Source: an optimization exercise on an open RTL-to-GDS flow (aim: small area). Production flows keep margins and buffers that such runs may drop. Function was checked by simulation only, so behaviour that the tests miss may differ from the original. No activity file was given, so power comes from the tool's default toggle rates.

==> design/flow/constraint.sdc <==
create_clock -name core_clock -period 18.0 [get_ports {clk}]
set_input_delay 3.6000 -clock core_clock [delete_from_list [all_inputs] [get_ports {clk}]]
set_output_delay 3.6000 -clock core_clock [all_outputs]
set_load 0.01 [all_outputs]
==> design/flow/run.sh <==
#!/bin/bash
# synth_recipe.tcl (not shown) runs the flow's synth.tcl, then flattens the netlist and writes it again
# the make line also repeats each setting of config.mk as NAME=value (left out here)
make -C /OpenROAD-flow-scripts/flow DESIGN_CONFIG=/design/flow/config.mk WORK_HOME=/design/flow/orfs CLKGATE_MAP_FILE= SYNTH_SCRIPT=/design/flow/synth_recipe.tcl finish
==> design/flow/design.v <==
module fm_divider #(
    parameter NW = 24,           
    parameter DW = 16            
) (
    input  wire          clk,
    input  wire          rst_n,
    input  wire          start,
    input  wire [NW-1:0] num,
    input  wire [DW-1:0] den,
    output reg  [NW-1:0] quo,
    output reg           done
);
    localparam CW = $clog2(NW + 1);
    reg  [DW-1:0] rem;
    reg  [DW-1:0] den_r;
    reg  [CW-1:0] cnt;
    reg           busy;
    wire [DW:0]   trial = {rem, quo[NW-1]};
    wire          fits  = trial >= {1'b0, den_r};
    wire [DW:0]   diff  = trial - {1'b0, den_r};
    always @(posedge clk) begin
        if (!rst_n) begin
            rem   <= {DW{1'b0}};
            den_r <= {DW{1'b0}};
            quo   <= {NW{1'b0}};
            cnt   <= {CW{1'b0}};
            busy  <= 1'b0;
            done  <= 1'b0;
        end else begin
            done <= 1'b0;
            if (start) begin
                rem   <= {DW{1'b0}};
                den_r <= den;
                quo   <= num;
                cnt   <= NW[CW-1:0];
                busy  <= 1'b1;
            end else if (busy) begin
                rem <= fits ? diff[DW-1:0] : trial[DW-1:0];
                quo <= {quo[NW-2:0], fits};
                cnt <= cnt - 1'b1;
                if (cnt == 1) begin
                    busy <= 1'b0;
                    done <= 1'b1;
                end
            end
        end
    end
endmodule
module flowmeter_core (
    input  wire       clk,
    input  wire       rst_n,         
    input  wire       pulse_in,
    input  wire       tick_m,
    input  wire       tick_c,
    output wire       dac_clk,
    output wire       dac_data,
    output wire       dac_load,
    output wire [1:0] cstate,
    output wire       seq_fault
);
    localparam [30:0] KNUM = 31'd1105900000;
    function [10:0] seg_s;
        input [3:0] i;
        case (i)
            4'd0: seg_s = 11'd367;
            4'd1: seg_s = 11'd311;
            4'd2: seg_s = 11'd1885;
            4'd3: seg_s = 11'd1481;
            4'd4: seg_s = 11'd329;
            4'd5: seg_s = 11'd1333;
            4'd6: seg_s = 11'd469;
            4'd7: seg_s = 11'd181;
            4'd8: seg_s = 11'd243;
            4'd9: seg_s = 11'd81;
            4'd10: seg_s = 11'd1583;
            4'd11: seg_s = 11'd225;
            4'd12: seg_s = 11'd135;
            4'd13: seg_s = 11'd27;
            4'd14: seg_s = 11'd103;
            4'd15: seg_s = 11'd367;
        endcase
    endfunction
    function [4:0] seg_d;
        input [3:0] i;
        case (i)
            4'd0: seg_d = 5'd1;
            4'd1: seg_d = 5'd3;
            4'd2: seg_d = 5'd4;
            4'd3: seg_d = 5'd9;
            4'd4: seg_d = 5'd1;
            4'd5: seg_d = 5'd27;
            4'd6: seg_d = 5'd19;
            4'd7: seg_d = 5'd11;
            4'd8: seg_d = 5'd5;
            4'd9: seg_d = 5'd5;
            4'd10: seg_d = 5'd11;
            4'd11: seg_d = 5'd7;
            4'd12: seg_d = 5'd7;
            4'd13: seg_d = 5'd1;
            4'd14: seg_d = 5'd1;
            4'd15: seg_d = 5'd0;
        endcase
    endfunction
    function [10:0] seg_r0;
        input [3:0] i;
        case (i)
            4'd0: seg_r0 = 11'd114;
            4'd1: seg_r0 = 11'd263;
            4'd2: seg_r0 = 11'd895;
            4'd3: seg_r0 = 11'd1425;
            4'd4: seg_r0 = 11'd49;
            4'd5: seg_r0 = 11'd1129;
            4'd6: seg_r0 = 11'd326;
            4'd7: seg_r0 = 11'd28;
            4'd8: seg_r0 = 11'd173;
            4'd9: seg_r0 = 11'd11;
            4'd10: seg_r0 = 11'd659;
            4'd11: seg_r0 = 11'd149;
            4'd12: seg_r0 = 11'd37;
            4'd13: seg_r0 = 11'd13;
            4'd14: seg_r0 = 11'd5;
            4'd15: seg_r0 = 11'd0;
        endcase
    endfunction
    function [3:0] seg_m;
        input [3:0] i;
        case (i)
            4'd0: seg_m = 4'd2;
            4'd1: seg_m = 4'd4;
            4'd2: seg_m = 4'd2;
            4'd3: seg_m = 4'd4;
            4'd4: seg_m = 4'd3;
            4'd5: seg_m = 4'd6;
            4'd6: seg_m = 4'd7;
            4'd7: seg_m = 4'd8;
            4'd8: seg_m = 4'd7;
            4'd9: seg_m = 4'd9;
            4'd10: seg_m = 4'd7;
            4'd11: seg_m = 4'd11;
            4'd12: seg_m = 4'd11;
            4'd13: seg_m = 4'd12;
            4'd14: seg_m = 4'd13;
            4'd15: seg_m = 4'd0;
        endcase
    endfunction
    function [11:0] seg_g;
        input [3:0] i;
        case (i)
            4'd0: seg_g = 12'd2996;
            4'd1: seg_g = 12'd3492;
            4'd2: seg_g = 12'd1726;
            4'd3: seg_g = 12'd371;
            4'd4: seg_g = 12'd1407;
            4'd5: seg_g = 12'd2311;
            4'd6: seg_g = 12'd986;
            4'd7: seg_g = 12'd3867;
            4'd8: seg_g = 12'd3787;
            4'd9: seg_g = 12'd1469;
            4'd10: seg_g = 12'd3979;
            4'd11: seg_g = 12'd1679;
            4'd12: seg_g = 12'd3153;
            4'd13: seg_g = 12'd1383;
            4'd14: seg_g = 12'd2297;
            4'd15: seg_g = 12'd37;
        endcase
    endfunction
    function [3:0] seg_of;
        input        hi;             
        input [11:0] v;
        begin
            if (hi || v >= 12'd4000) seg_of = 4'd15;    
            else if (v >= 12'd2500)  seg_of = 4'd0;
            else if (v >= 12'd1600)  seg_of = 4'd1;
            else if (v >= 12'd1000)  seg_of = 4'd2;
            else if (v >= 12'd800)   seg_of = 4'd3;
            else if (v >= 12'd700)   seg_of = 4'd4;
            else if (v >= 12'd500)   seg_of = 4'd5;
            else if (v >= 12'd350)   seg_of = 4'd6;
            else if (v >= 12'd250)   seg_of = 4'd7;
            else if (v >= 12'd160)   seg_of = 4'd8;
            else if (v >= 12'd100)   seg_of = 4'd9;
            else if (v >= 12'd60)    seg_of = 4'd10;
            else if (v >= 12'd35)    seg_of = 4'd11;
            else if (v >= 12'd20)    seg_of = 4'd12;
            else if (v >= 12'd10)    seg_of = 4'd13;
            else if (v >= 12'd5)     seg_of = 4'd14;
            else                     seg_of = 4'd15;    
        end
    endfunction
    function [2:0] t3_of;
        input [23:0] v;
        begin
            if (v <= 24'd7)       t3_of = 3'd7;
            else if (v <= 24'd9)  t3_of = 3'd6;
            else if (v <= 24'd11) t3_of = 3'd5;
            else if (v <= 24'd13) t3_of = 3'd4;
            else if (v <= 24'd18) t3_of = 3'd3;
            else if (v <= 24'd27) t3_of = 3'd2;
            else if (v <= 24'd55) t3_of = 3'd1;
            else                  t3_of = 3'd0;
        end
    endfunction
    localparam [1:0] S_IDLE = 2'd0, S_DIV = 2'd1, S_HORN = 2'd2, S_DAC = 2'd3;
    reg         pin_prev;
    reg         inh;
    reg  [1:0]  st;
    reg  [2:0]  t3;
    reg  [23:0] mt;          
    reg  [11:0] ct;          
    reg  [15:0] pc;          
    reg         nz;          
    reg  [23:0] snap;        
    reg         hi;          
    reg         dclk, ddata, dload;
    assign dac_clk   = dclk;
    assign dac_data  = ddata;
    assign dac_load  = dload;
    assign seq_fault = 1'b0;
    assign cstate    = {inh, ~inh & nz};
    wire        capture = ~inh & pulse_in & ~pin_prev;
    wire        horn    = (st == S_HORN);
    wire [12:0] mt_lo1  = {1'b0, mt[11:0]} + 13'd1;
    wire [11:0] mt_hi1  = mt[23:12] + {11'd0, horn | mt_lo1[12]};    
    wire [23:0] mt_inc  = {mt_hi1, mt_lo1[11:0]} | {{16{&mt}}, 8'd0};
    wire [11:0] ct_inc  = ct + 12'd1;
    wire        trip    = ct[11] & (ct[10:8] != 3'd0);
    wire [11:0] avg     = snap[11:0];
    wire [3:0]  seg     = seg_of(hi, avg);
    wire        sathi   = ~hi & (avg < 12'd5);
    wire        inv     = (seg == 4'd11);
    wire [10:0] s_c     = seg_s(seg);
    wire [4:0]  d_c     = seg_d(seg);
    wire [3:0]  m_c     = seg_m(seg);
    wire [11:0] g_c     = seg_g(seg);
    wire [6:0]  cnt     = ct[6:0];
    wire [4:0]  step    = cnt[6:2] - 5'd1;
    wire        act     = (step >= {1'b0, m_c});
    wire [4:0]  kidx    = 5'd27 + {1'b0, m_c} - step;
    wire        kbit    = KNUM[kidx];
    wire        div1    = (st == S_DIV);
    wire [16:0] trial   = div1 ? {mt[15:0], snap[23]} : {4'd0, mt[11:0], kbit};
    wire [16:0] dv      = div1 ? {1'b0, pc} : {5'd0, avg};
    wire [17:0] ddiff   = {1'b0, trial} - {1'b0, dv};
    wire        fits    = ~ddiff[17];
    wire [15:0] rem_nx  = fits ? ddiff[15:0] : trial[15:0];
    wire [11:0] r       = pc[11:0];
    wire        sub0    = (cnt[1:0] == 2'd0);
    wire [11:0] hx      = sub0 ? {r[10:0], 1'b0} : r;
    wire [11:0] hy      = sub0 ? {7'd0, ((fits ^ inv) & act) ? d_c : 5'd0} : {1'b1, ~s_c};
    wire [12:0] hsum    = {1'b0, hx} + {1'b0, hy} + {12'd0, ~sub0};
    wire        ge      = hsum[12];
    wire [4:0]  gidx    = 5'd27 - step;
    wire        gbit    = (gidx < 5'd12) & (g_c[gidx[3:0]] | sathi);
    always @(posedge clk) begin
        pin_prev <= pulse_in;
        if (!rst_n) begin
            inh   <= 1'b1;
            st    <= S_IDLE;
            t3    <= 3'd0;
            dclk  <= 1'b0;
            ddata <= 1'b0;
            dload <= 1'b1;
        end else begin
            case (st)
                S_IDLE: begin
                    if (inh) begin
                        inh <= 1'b0;
                        mt  <= 24'd0;
                        ct  <= {1'b0, t3, 8'd0};
                        pc  <= 16'd0;
                        nz  <= 1'b0;
                    end else if (trip) begin
                        inh <= 1'b1;
                        st  <= S_DIV;
                        ct  <= 12'd0;
                        mt  <= 24'd0;
                    end else begin
                        if (capture) begin
                            snap <= mt;
                            nz   <= 1'b1;
                            if (nz && pc != 16'hFFFE) pc <= pc + 16'd1;
                        end
                        if (tick_m) mt <= mt_inc;
                        if (tick_c) ct <= ct_inc;
                    end
                end
                S_DIV: begin
                    mt[15:0] <= rem_nx;
                    snap     <= {snap[22:0], fits};
                    ct       <= ct_inc;
                    if (cnt == 7'd23) begin
                        st <= S_HORN;
                        ct <= 12'd0;
                    end
                end
                S_HORN: begin
                    ct <= ct_inc;
                    if (cnt == 7'd0) begin
                        hi           <= (snap[23:12] != 12'd0);
                        t3           <= t3_of(snap);
                        mt           <= {21'd0, KNUM[30:28]};
                    end else if (cnt == 7'd1) begin
                        pc[11:0] <= {1'b0, seg_r0(seg)};
                    end else if (cnt == 7'd116) begin
                        st <= S_DAC;
                        ct <= 12'd0;
                    end else if (cnt[6:2] != 5'd0) begin
                        case (cnt[1:0])
                            2'd0: begin
                                if (act) mt[11:0] <= rem_nx[11:0];
                                pc[11:0]  <= hsum[11:0];
                                mt[23:12] <= {mt[22:12], 1'b0};
                            end
                            2'd3: if (gbit) mt[23:12] <= mt_hi1;
                            default: if (ge) begin
                                pc[11:0]  <= hsum[11:0];
                                mt[23:12] <= mt_hi1;
                            end
                        endcase
                    end
                end
                default: begin
                    ct <= ct_inc;
                    if (cnt[5:2] != 4'd12) begin
                        case (cnt[1:0])
                            2'd0: dclk  <= 1'b0;
                            2'd1: ddata <= mt[23];
                            2'd2: dclk  <= 1'b1;
                            default: mt[23:12] <= {mt[22:12], 1'b0};
                        endcase
                    end else begin
                        case (cnt[1:0])
                            2'd0: dclk  <= 1'b0;
                            2'd1: dload <= 1'b0;
                            2'd2: dload <= 1'b1;
                            default: st <= S_IDLE;
                        endcase
                    end
                end
            endcase
        end
    end
endmodule
==> design/flow/config.mk <==
export PLATFORM = sky130hd
export DESIGN_NAME = flowmeter_core
export DESIGN_NICKNAME = flowmeter_core
export VERILOG_FILES = /design/flow/design.v
export SDC_FILE = /design/flow/constraint.sdc
export NUM_CORES = 4
export LEC_CHECK = 0
export ABC_AREA = 1
export CAP_MARGIN = 20
export CORE_MARGIN = 2
export CORE_UTILIZATION = 60
export SLEW_MARGIN = 20
==> summary.txt, run 1 <==
Cells and area
  – Area added between synthesis and finish: 5.61%
  – Finished Layout Cells: ~1,400
  – Post-layout nets: roughly 1,300
  – Layout cell share with drive strength beyond 1: 5.37%
  – Antenna diode instance count: 0

Power and ir drop
  – PnR Total Power: between 0.001 and 0.0015 W
  – Power density normalized to cell area: between 150 and 200 nW/um^2
  – Maximum ir drop on the vdd rail: 0.000113 V
  – Reported leakage power: 4.08 nW

CTS
  – Number of post-CTS setup repair buffers: 0
  – Number of hold buffers added after cts: 0
  – H-tree levels: 3
  – Clock-pin slew on the worst setup and hold paths: ~0.07 ns
  – Clock root buffer: clkbuf_16
  – PostCTS Resize Cnt: 0
  – Clock buffer count from CTS: 9
  – Clock network latency to the later pin of the worst-skew pair: 0.35 ns
  – Clk buf depth: 2
  – TritonCTS clock tree: yes
  – CTS sink count: between 80 and 90

Routing
  – Vias after detailed routing: ~8,500
  – Average detailed-routed wire length per instance: around 18 um
  – First-pass iteration count of the detailed router: 6
  – Final routed DRC violation total: 0
  – Drt first-iter violations: slightly below 1,000
  – Vias per std cell: roughly 6
  – Antenna Violating Nets Remaining: 0
  – Total detailed-routing wirelength: between 20 and 30 mm

Placement
  – Last weighted congestion value of the routability-driven placer: ~0.94
  – Dpl hpwl: 19.8 mm
  – Number of buffers added on ports: 9
  – # placed instances: 1,411

Setup path
  – Critical Path Slowest Stage Cell: nand2_1
  – Dominant cell type by count on the critical path: nand2_1
  – Largest incremental delay on the critical path: roughly 0.63 ns
  – Worst setup EP type: register
  – Worst path arrival time: 10.51 ns
  – Worst Reg2Reg Path Length in Cells: approximately 70
  – Worst Path Class, Setup: reg -> reg
  – Critical path launch point type: register
  – Maximum fanout along the worst path: 26
  – Critical path data required time: between 15 and 20 ns

Die
  – Rows: 43
  – Ports placed on the boundary: 11
  – Core footprint: 14,000 sq um
  – Chip Height: between 100 and 150 um
  – Die area: roughly 15,000 sq um
  – Initial standard-cell utilization of the core: between 60% and 70%
  – DIE WIDTH: roughly 120 um

Global routing
  – Number of global-route vias before repair: 7,891
  – Largest net degree at the start of global routing: 65
  – Gr ovfl total: 0
  – Number of antenna violations at the first check in global routing: 0
  – Total Routing Usage GR: between 30% and 40%
  – Wire length of the first global-routing pass: approximately 40 mm

Timing
  – Worst setup skew after layout: a little under 0.008 ns
  – Final worst path period need: around 11 ns
  – Number of slew-limit violations in the final report: 0
  – Setup repair after global routing missed its margin: no
  – Final sum of negative setup slack: 0 ns
  – Final Cycle Share: a little under 60%
  – Least-Margin Pin Slew: around 1.2 ns
  – F_max: between 90 and 100 MHz
  – Worst slew margin relative to its limit: 21.8%
  – Setup-violating endpoint count in the final report: 0
  – Final-report hold violation count: 0

Logic synthesis
  – Top post-synthesis cells by area: edfxtp_1 27%, nand2_1 12%, ha_1 8.8%
  – Fraction of post-synthesis cell area in the top cell type by area: between 20% and 30%
  – Most instantiated library cell after synthesis: nand2_1
  – Number of enable flip-flop cells after synthesis: 78
  – Main synth FF type: edfxtp_1
  – Number of cells produced by synthesis: roughly 1,300
  – Net Count, Synth: about 1,300
  – Synthesized cell area: 8680 sq um
  – Distinct cells, synth: between 60 and 70
  – Commonest cells in the netlist: 279 x nand2_1, 187 x inv_1, 116 x o21ai_0, 108 x nor2_1, 88 x a21oi_1
  – Synth warnings: 1
  – Part of the Yosys area used for sequential elements: between 20% and 30%
  – Post-synthesis register bit count: ~90
  – FFs w/ async S/R, synth: 0%
  – Mean area per synthesized cell: about 7 sq um
  – Post-synthesis cell type with the largest combined area: edfxtp_1

Run
  – Count of maximum capacitance violations: 0

Min path
  – Hold depth: 2
  – Type of the tightest min-delay check: reg -> reg

Outcome
  – Status: no timing/DRC/antenna violations
==> area by class of cell <==
| class | instances | area [sq um] |
|---|---|---|
| multi-input combinational | 928 | 5220 |
| timing repair buffer | 14 | 128 |
| clock buffer | 9 | 225 |
| clock inverter | 7 | 76.3 |
| fill | 1315 | 4820 |
| sequential | 88 | 2540 |
| inverter | 201 | 754 |
| tap | 180 | 225 |
==> placed cells by master (no fill, tap or decap), drive strengths merged, types with 2 or more instances in the layout <==
| cell type | n |
|---|---|
| nand2 | 284 |
| inv | 202 |
| o21ai | 123 |
| nor2 | 119 |
| a21oi | 90 |
| edfxtp | 78 |
| ha | 61 |
| nand3 | 58 |
| xor2 | 33 |
| nor3 | 28 |
| a31oi | 17 |
| o211ai | 16 |
| nor4 | 12 |
| nand4 | 11 |
| dfxtp | 10 |
| o221ai | 9 |
| clkbuf | 9 |
| clkdlybuf4s50 | 9 |
| o21bai | 7 |
| o22ai | 6 |
| xnor2 | 5 |
| buf | 5 |
| o31ai | 4 |
| or2 | 4 |
| o2111ai | 4 |
| a32o | 4 |
| a211oi | 4 |
| or3 | 3 |
| fa | 3 |
| clkinv | 3 |
| nand3b | 2 |
| a31o | 2 |
| a221oi | 2 |
| a41oi | 2 |
| a22oi | 2 |
| nor3b | 2 |
| and3 | 2 |
| clkinvlp | 2 |
==> flip-flops by register name, indices dropped and copies added (netlist names) <==
name,cells
dclk,1
snap,24
pin_prev,1
dload,1
ct,12
st,2
nz,1
t3,3
ddata,1
mt,24
inh,1
hi,1
pc,16
==> kinds of logic (layout without fill, tap and decap cells) <==
| group | count (synthesis) | after routing | synth area share [%] |
|---|---|---|---|
| and+or+nand+nor | 525 | 525 | 26.2 |
| AOI/OAI and AO/OA | 299 | 299 | 20.3 |
| buffers and inverters | 240 | 231 | 10.7 |
| DFF | 88 | 88 | 29.3 |
| adders and majority gates | 64 | 64 | 9.48 |
| xor gates and xnor gates | 38 | 38 | 3.83 |
| other | 1 | 1 | 0.0432 |
| muxes | 1 | 1 | 0.115 |
==> worst paths after layout <==
kind	from	to	slack, ns
worst max-delay path	snap[11]$_DFFE_PP_	mt[23]$_DFFE_PP_	7.47
worst min-delay path	ddata$_SDFFE_PN0P_	ddata$_SDFFE_PN0P_	0.45
worst max register to register	snap[11]$_DFFE_PP_	mt[23]$_DFFE_PP_	7.47
worst min register to register	ddata$_SDFFE_PN0P_	ddata$_SDFFE_PN0P_	0.45
==> critical path, delay by kind of cell, from the launching register on <==
kind                     cells  cell delay, ns
buffers and inverters        7            0.55
adder cells (fa/ha/maj)      6            1.80
flip-flops                   1            0.53
AND/OR/NAND/NOR             40            4.20
multiplexers                 1            0.14
AO/OA/AOI/OAI               17            2.91
==> metal layers <==
layer  wire length (um)  up-vias  global-route usage [%]
met3               2170       39                    5.71
met4                520        0                    9.52
met2              11500      382                    51.3
met5                  0        -                       0
met1              11300     3915                    46.6
li1                   -     4205                       -
==> per-stage QoR <==
stage               utilization, %  setup WS (ns)  cell area, sq um  hold WS (ns)
floorplan                        -           9.46              8680         0.468
global placement              63.4           7.88              8860         0.443
detailed placement            63.4           7.53              8860         0.442
CTS                           65.5           7.46              9160         0.454
global route                  65.5           6.56              9170         0.476
finish                        65.5           7.47              9170         0.451
==> where the power goes <==
| part | switching, W | internal [W] |
|---|---|---|
| Clock | 0.0000881 | 0.000109 |
| Sequential | 0.0000758 | 0.000319 |
| Combinational | 0.000575 | 0.000297 |
| Total | 0.000739 | 0.000725 |
==> run 2: changes to the inputs <==
--- a/design/flow/design.v
+++ b/design/flow/design.v
@@ -210,7 +210,6 @@
     reg  [15:0] pc;          
     reg         nz;          
     reg  [23:0] snap;        
-    reg         hi;          
     reg         dclk, ddata, dload;
     assign dac_clk   = dclk;
     assign dac_data  = ddata;
@@ -225,6 +224,7 @@
     wire [11:0] ct_inc  = ct + 12'd1;
     wire        trip    = ct[11] & (ct[10:8] != 3'd0);
     wire [11:0] avg     = snap[11:0];
+    wire        hi      = (snap[23:12] != 12'd0);    
     wire [3:0]  seg     = seg_of(hi, avg);
     wire        sathi   = ~hi & (avg < 12'd5);
     wire        inv     = (seg == 4'd11);
@@ -296,7 +296,6 @@
                 S_HORN: begin
                     ct <= ct_inc;
                     if (cnt == 7'd0) begin
-                        hi           <= (snap[23:12] != 12'd0);
                         t3           <= t3_of(snap);
                         mt           <= {21'd0, KNUM[30:28]};
                     end else if (cnt == 7'd1) begin
--- a/design/flow/config.mk
+++ b/design/flow/config.mk
@@ -8,5 +8,6 @@
 export ABC_AREA = 1
 export CAP_MARGIN = 20
 export CORE_MARGIN = 2
-export CORE_UTILIZATION = 60
+export CORE_UTILIZATION = 65
+export CTS_BUF_LIST = sky130_fd_sc_hd__clkbuf_8
 export SLEW_MARGIN = 20
==> run 2 against run 1 <==
Effect of this change:
- cell area decreased by 2.6%
- critical path depth down 2
- routed wire length down 2.3%
- die area down 9.2%
- sequential cell count decreased by 1
==> summary.txt, run 2 <==
Min path
  – Type of the tightest min-delay check: reg -> reg
  – Endpoint of the worst hold path: ddata$_SDFFE_PN0P_
  – Worst Hold Launch: ddata$_SDFFE_PN0P_
  – Hold depth: 2

Logic synthesis
  – Commonest cells in the netlist: 265 x nand2_1, 188 x inv_1, 126 x o21ai_0, 99 x nor2_1, 79 x a21oi_1
  – Fraction of post-synthesis cell area in the top cell type by area: between 20% and 30%
  – Distinct cells, synth: between 50 and 60
  – Post-synthesis register bit count: 87
  – Number of enable flip-flop cells after synthesis: 77
  – FFs w/ async S/R, synth: 0%
  – Number of cells produced by synthesis: about 1,200
  – Mean area per synthesized cell: ~6.9 sq um
  – Synthesized cell area: ~8500 sq um
  – Main synth FF type: edfxtp_1
  – Part of the Yosys area used for sequential elements: between 20 and 30%
  – Post-synthesis cell type with the largest combined area: edfxtp_1
  – Net Count, Synth: between 1,000 and 1,500
  – Synth warnings: 1
  – Top post-synthesis cells by area: edfxtp_1 27%, nand2_1 12%, ha_1 9.0%
  – Most instantiated library cell after synthesis: nand2_1

Placement
  – Placed Instance Area: around 8700 sq um
  – Last weighted congestion value of the routability-driven placer: between 1 and 1.5
  – Pre-CTS setup slack: 8.31 ns
  – Dpl hpwl: about 19 mm
  – Number of buffers added on ports: 9

Power and ir drop
  – Reported leakage power: between 3 and 4 nW
  – Maximum ir drop on the vdd rail: between 0.00009 and 0.0001 V
  – PnR Total Power: between 0.001 and 0.0015 W
  – Power density normalized to cell area: 154 nW/um^2

Cells and area
  – Most common cell after layout, fill and taps aside: nand2_1
  – Post-layout nets: 1,285
  – Layout cell share with drive strength beyond 1: ~5.1%
  – Largest registers: mt x24, snap x24, pc x16
  – Final core utilization: 70.2%
  – Antenna diode instance count: 0
  – Area added between synthesis and finish: 4.93%
  – Commonest cells after routing, fill and taps aside: 265 x nand2_1, 188 x inv_1, 126 x o21ai_0, 98 x nor2_1, 78 x a21oi_1
  – Post-route cell area: roughly 9000 sq um

CTS
  – Number of hold buffers added after cts: 0
  – TritonCTS clock tree: yes
  – Clk buf depth: 2
  – H-tree levels: 3
  – Clock-pin slew on the worst setup and hold paths: roughly 0.11 ns
  – PostCTS Resize Cnt: 0
  – Clock network latency to the later pin of the worst-skew pair: 0.41 ns
  – CTS sink count: 87
  – Clock buffer count from CTS: 9
  – Clock root buffer: clkbuf_8
  – Number of post-CTS setup repair buffers: 0

Global routing
  – Wire length of the first global-routing pass: approximately 40 mm
  – Number of antenna violations at the first check in global routing: 0
  – Number of global-route vias before repair: 7,753
  – Total Routing Usage GR: between 30 and 40%
  – Gr ovfl total: 0
  – Largest net degree at the start of global routing: 62

Routing
  – First-pass iteration count of the detailed router: 6
  – Final routed DRC violation total: 0
  – Vias after detailed routing: 8,663
  – Drt first-iter violations: between 1,000 and 1,500
  – Total detailed-routing wirelength: 24.9 mm
  – Antenna Violating Nets Remaining: 0
  – Vias per std cell: slightly above 6
  – Average detailed-routed wire length per instance: about 18 um

Setup path
  – Largest incremental delay on the critical path: between 0.6 and 0.7 ns
  – Worst Path Class, Setup: reg -> reg
  – Worst Reg2Reg Path Length in Cells: between 60 and 70
  – Critical path data required time: about 18 ns
  – Dominant cell type by count on the critical path: nand2_1
  – Critical path launch point type: register
  – Critical Path Slowest Stage Cell: a21oi_1
  – R2R setup slack: about 8 ns
  – Worst setup EP type: register
  – Maximum fanout along the worst path: 12
  – Reg2reg end: mt[21]$_DFFE_PP_
  – Reg-to-reg startpoint: snap[5]$_DFFE_PP_
  – Worst path arrival time: 9.80 ns

Timing
  – Final Cycle Share: roughly 54%
  – Worst setup skew after layout: approximately 0.018 ns
  – Worst slew margin relative to its limit: 25.2%
  – Setup-violating endpoint count in the final report: 0
  – Final setup margin: about 8.2 ns
  – Final sum of negative setup slack: 0 ns
  – F_max: ~100 MHz
  – Final worst path period need: between 9 and 10 ns
  – Least-Margin Pin Slew: ~1.1 ns
  – Final-report hold violation count: 0
  – Setup repair after global routing missed its margin: no
  – Number of slew-limit violations in the final report: 0

Die
  – Chip Height: 118 um
  – Ports placed on the boundary: 11
  – Core footprint: ~13,000 sq um
  – DIE WIDTH: about 120 um
  – Rows: between 40 and 50
  – Initial standard-cell utilization of the core: between 60 and 70%
  – Die area: roughly 14,000 sq um

Run
  – Count of maximum capacitance violations: 0

Outcome
  – Status: no timing/DRC/antenna violations
[run 2: cell types whose count changed in the layout (fill, tap and decap cells not counted), sizes merged, moves of 5 or more]
cell / before / now
o31ai: 4 / 9
o21ai: 123 / 130
nor3: 28 / 39
a21oi: 90 / 82
xor2: 33 / 26
nor2: 119 / 110
nand3: 58 / 65
nand2: 284 / 270
a31oi: 17 / 8
[run 2: worst max-delay path: cells and delay by family (launching register included)]
family          cells  cell delay (ns)
compound gates     15             2.76
fa+ha+maj           6             1.84
simple gates       39             3.31
flops               1             0.56
buf+inv             9             0.92
[run 2: metrics by stage]
step | hold WS [ns] | std cells
floorplan | 0.468 | 1226
global route | 0.477 | 1393
detailed placement | 0.440 | 1377
finish | 0.461 | 1393
CTS | 0.462 | 1393
global placement | 0.438 | 1376
[run 2: cells by family (layout without fill, tap and decap cells)]
| kind of cell | after synthesis | count (layout) | share of synthesized area [%] |
|---|---|---|---|
| AO/OA/AOI/OAI | 294 | 294 | 20.4 |
| XOR/XNOR | 32 | 32 | 3.29 |
| adder cells (fa/ha/maj) | 64 | 64 | 9.68 |
| buffers and inverters | 233 | 228 | 10.6 |
| flip-flops | 87 | 87 | 29.5 |
| other | 1 | 1 | 0.0441 |
| AND/OR/NAND/NOR | 515 | 515 | 26.5 |
[run 2: worst max-delay path by stage]
stage	to	start
finish	mt[21]$_DFFE_PP_	snap[5]$_DFFE_PP_
detailed placement	pc[6]$_DFFE_PP_	snap[5]$_DFFE_PP_
CTS	pc[6]$_DFFE_PP_	snap[5]$_DFFE_PP_
floorplan	pc[0]$_DFFE_PP_	snap[11]$_DFFE_PP_
global route	mt[21]$_DFFE_PP_	snap[7]$_DFFE_PP_
global placement	pc[5]$_DFFE_PP_	snap[11]$_DFFE_PP_
[run 2: final cells by class]
type	count	area (sq um)
clock inverters	7	87.6
multi-input cells	906	5100
clock buffers	9	124
fillers	1144	3800
inverters	195	732
well taps	172	215
repair buffers	17	150
flip-flops and latches	87	2510
[run 2: power breakdown]
group	total (W)	switching [W]	internal (W)
clock network	0.000156	0.0000875	0.0000681
logic	0.000827	0.000543	0.000284
registers	0.000394	0.0000732	0.000321
total	0.00138	0.000704	0.000673
[run 2: per-layer routing]
| metal | GRT usage (%) | share of wire [%] | up-vias |
|---|---|---|---|
| met5 | 0 | 0 | - |
| met3 | 4.39 | 9.5 | 68 |
| met2 | 54.1 | 44 | 524 |
| met1 | 51.8 | 43 | 3946 |
| li1 | - | - | 4125 |
| met4 | 13.3 | 3.0 | 0 |

[afterwards: timing with drivers on the ports]
How much do the figures lean on ideal ports? The routed layouts below were timed once more, with nothing changed but the port constraints.
Step 1, drivers: a clkbuf_16 drives clk and a buf_2 each remaining input, both assumed.
Step 2 moves the port delays by t, midway between the first and last clock arrival at a register: inputs arrive t later, outputs are due t later. That takes back most of the time a late clock gives input paths.
Three values: ideal, step 1, step 2; two values: the first two.
| run | shift t [ns] | setup slack, ns | worst data-port slew with drivers (ns) |
|---|---|---|---|
| run 1 | 0.396 | 7.471 / 7.471 / 7.471 | 0.03 |
| run 2 | 0.431 | 8.241 / 8.241 / 8.241 | 0.03 |
After both steps every run listed still meets setup and hold.
